Context: an optimization exercise on an open-source flow, tuned for small area. The choices shown serve that exercise and are no tape-out recipe. In this exercise RTL edits were held to simulation tests only and were not proved equivalent to the original. Power and IR drop assume default switching activity.

== run 4 ==
// mapic_acq
module mapic_acq (
    input  wire        clk,
    input  wire        rst,
    input  wire        us_tick,
    input  wire        cin_valid,
    input  wire [7:0]  cin_data,
    input  wire        cin_last,
    output wire        cin_ready,
    output wire        cout_valid,
    output wire [7:0]  cout_data,
    output wire        cout_last,
    input  wire        cout_ready,
    output wire        sout_valid,
    output wire [7:0]  sout_data,
    output wire        sout_last,
    input  wire [11:0] adc_data,
    input  wire        trig_in,
    input  wire        rate_in,
    output wire        bus_req,
    output wire [1:0]  bus_op,
    output wire [6:0]  bus_addr,
    output wire [7:0]  bus_wdata,
    input  wire        bus_ack,
    input  wire        bus_present,
    input  wire [7:0]  bus_rdata,
    output wire        pol_out,
    output wire        tp_out,
    output wire        clr_out,
    output wire        idle,
    output wire [2:0]  fault_code,
    output wire [7:0]  bus_err_cnt
);
    localparam [4:0] S_IDLE     = 5'b00000,
                     S_RXPAY    = 5'b00001,
                     S_DRAIN    = 5'b00010,    
                     S_DRAIN_I  = 5'b00011,    
                     S_RD_GAIN  = 5'b00100,
                     S_RD_THR   = 5'b00101,
                     S_SCAN     = 5'b00110,
                     S_WRITE    = 5'b00111,
                     S_DECODE   = 5'b01000,
                     S_PAYDONE  = 5'b01001,
                     S_SETTLE   = 5'b01010,
                     S_TXWAIT   = 5'b01011,
                     S_RATE     = 5'b01100,
                     S_RATE_END = 5'b01101,
                     S_STR_1ST  = 5'b10000,
                     S_STR_NEXT = 5'b10001,
  ...
Settings: LEC_CHECK=0, CAP_MARGIN=0, CORE_MARGIN=2, CORE_UTILIZATION=40, SLEW_MARGIN=0; clock period 18.0 ns.
standard.sh (not shown) runs the stock make flow with config.mk's settings and CLKGATE_MAP_FILE= SYNTH_SCRIPT=/design/flow/synth_recipe.tcl, a recipe that flattens the netlist after the stock synthesis.
==> flow/flow/run.sh <==
#!/bin/bash
# Standard ORFS layout, except:
#  - the combinational logic of the standard synthesis is re-mapped by ABC for area
#    (deep AIG synthesis from a few random seeds, the smallest result kept) before
#    floorplanning; registers (names, count, cell types) are untouched;
#  - port buffers use the smallest buffer cell;
#  - the clock tree uses small clock buffers in small clusters and no dummy loads.
set -euo pipefail
WORK=$(pwd)
RES=$WORK/orfs/results/$FLOW_PLATFORM/mapic_acq/base
YOSYS=${YOSYS_EXE:-$FLOW_HOME/../tools/install/yosys/bin/yosys}
LIB=$FLOW_HOME/platforms/$FLOW_PLATFORM/lib/sky130_fd_sc_hd__tt_025C_1v80.lib

bash standard.sh synth > $WORK/synth_std.log 2>&1
cp $RES/1_2_yosys.v $WORK/1_2_yosys_std.v

pids=()
for s in 1 2 3 4; do
  sed "s/SEED/$s/" $WORK/flow/area.abc > $WORK/area_$s.abc
  LIB=$LIB IN=$WORK/1_2_yosys_std.v OUT=$WORK/1_2_yosys_reabc_$s.v SCRIPT=$WORK/area_$s.abc \
    $YOSYS -c $WORK/flow/reabc.tcl > $WORK/reabc_$s.log 2>&1 &
  pids+=($!)
done
best=""; best_area=""
for i in 0 1 2 3; do
  s=$((i + 1))
  if wait ${pids[$i]}; then
    area=$(grep "Chip area" $WORK/reabc_$s.log | tail -1 | awk '{print $NF}')
    echo "seed $s: area $area" >> $WORK/reabc_pick.log
    if [[ -n "$area" ]] && { [[ -z "$best" ]] || awk "BEGIN{exit !($area < $best_area)}"; }; then
      best=$s; best_area=$area
    fi
  else
    echo "seed $s: failed" >> $WORK/reabc_pick.log
  fi
done
[[ -n "$best" ]]
echo "picked seed $best ($best_area)" >> $WORK/reabc_pick.log
cp $WORK/1_2_yosys_reabc_$best.v $WORK/1_2_yosys_reabc.v
cp $WORK/1_2_yosys_reabc.v $RES/1_2_yosys.v
rm -f $RES/1_synth.odb $RES/1_synth.sdc

export BUFFER_PORTS_ARGS="-buffer_cell sky130_fd_sc_hd__buf_1"
export CTS_ARGS="-sink_clustering_enable -repair_clock_nets -dont_use_dummy_load -buf_list sky130_fd_sc_hd__clkbuf_4 -sink_clustering_size 7 -sink_clustering_max_diameter 45"
bash standard.sh > $WORK/layout.log 2>&1
==> flow/flow/area.abc <==
&get -n
&st
&deepsyn -T 600 -S SEED
&dch -f
&nf -a -R 1000 -C 32 -F 8 -A 6
&put
Other scripts of this flow, unchanged in this note and not shown: flow/flow/reabc.tcl
In summary, run 4 completed successfully, with a layout that passed the timing, DRC and antenna checks.
Input changes introduced in run 1 (baseline for comparison: run 4):
==> flow/flow/area.abc <==
&get -n
&st
&deepsyn -T 1200 -S SEED
&dch -f
&nf -a -R 1000 -C 32 -F 8 -A 6
&put
## What came out
- Relative to run 4, highest fanout seen on the critical path has gone up in run 1.
- Diff run 4 -> run 1: cell internal power dissipation dropped about 1%, achievable clock frequency fell about 1.4%, layout-stage area growth over the synthesis result shows an increase of 0.64 points.
- Run 4 ended up with sout_data[6] as its destination of the critical timing path; run 1 ended up with sout_data[7].
- Run 1 gives more measured slew at the worst slew-check pin than run 4 did.
- Count of clock-buffer cells in the layout for run 1: 4 down relative to run 4
- Wire: run 1 routes more than run 4

[separate check: timing with driven ports]
The flow's constraints put no driver on any port. The routed layouts listed below were extracted and timed again, unchanged, in two steps. Step 1 assumes that a clkbuf_16 drives the clock port and a buf_2 every other input. Step 2 adds t to the input delays and takes it off the output delays; t is the mean of the earliest and latest rising clock arrival at the registers after step 1. Input paths then give back, and output paths get back, about the clock's delay inside the block. Three values: no drivers, after step 1, after step 2; two values: the first two.
| run | t (ns) | setup WS [ns] | worst hold slack (ns) |
|---|---|---|---|
| run 4 | 0.782 | 4.939 / 4.906 / 4.906 | 0.472 / 0.472 / 0.472 |
| run 1 | 0.809 | 4.750 / 4.730 / 4.730 | 0.474 / 0.474 / 0.474 |
After both steps setup and hold are still met in every run listed. For run 4, which loses most, drivers alone change the setup slack by -0.033 ns; drivers and shift together by -0.033 ns.
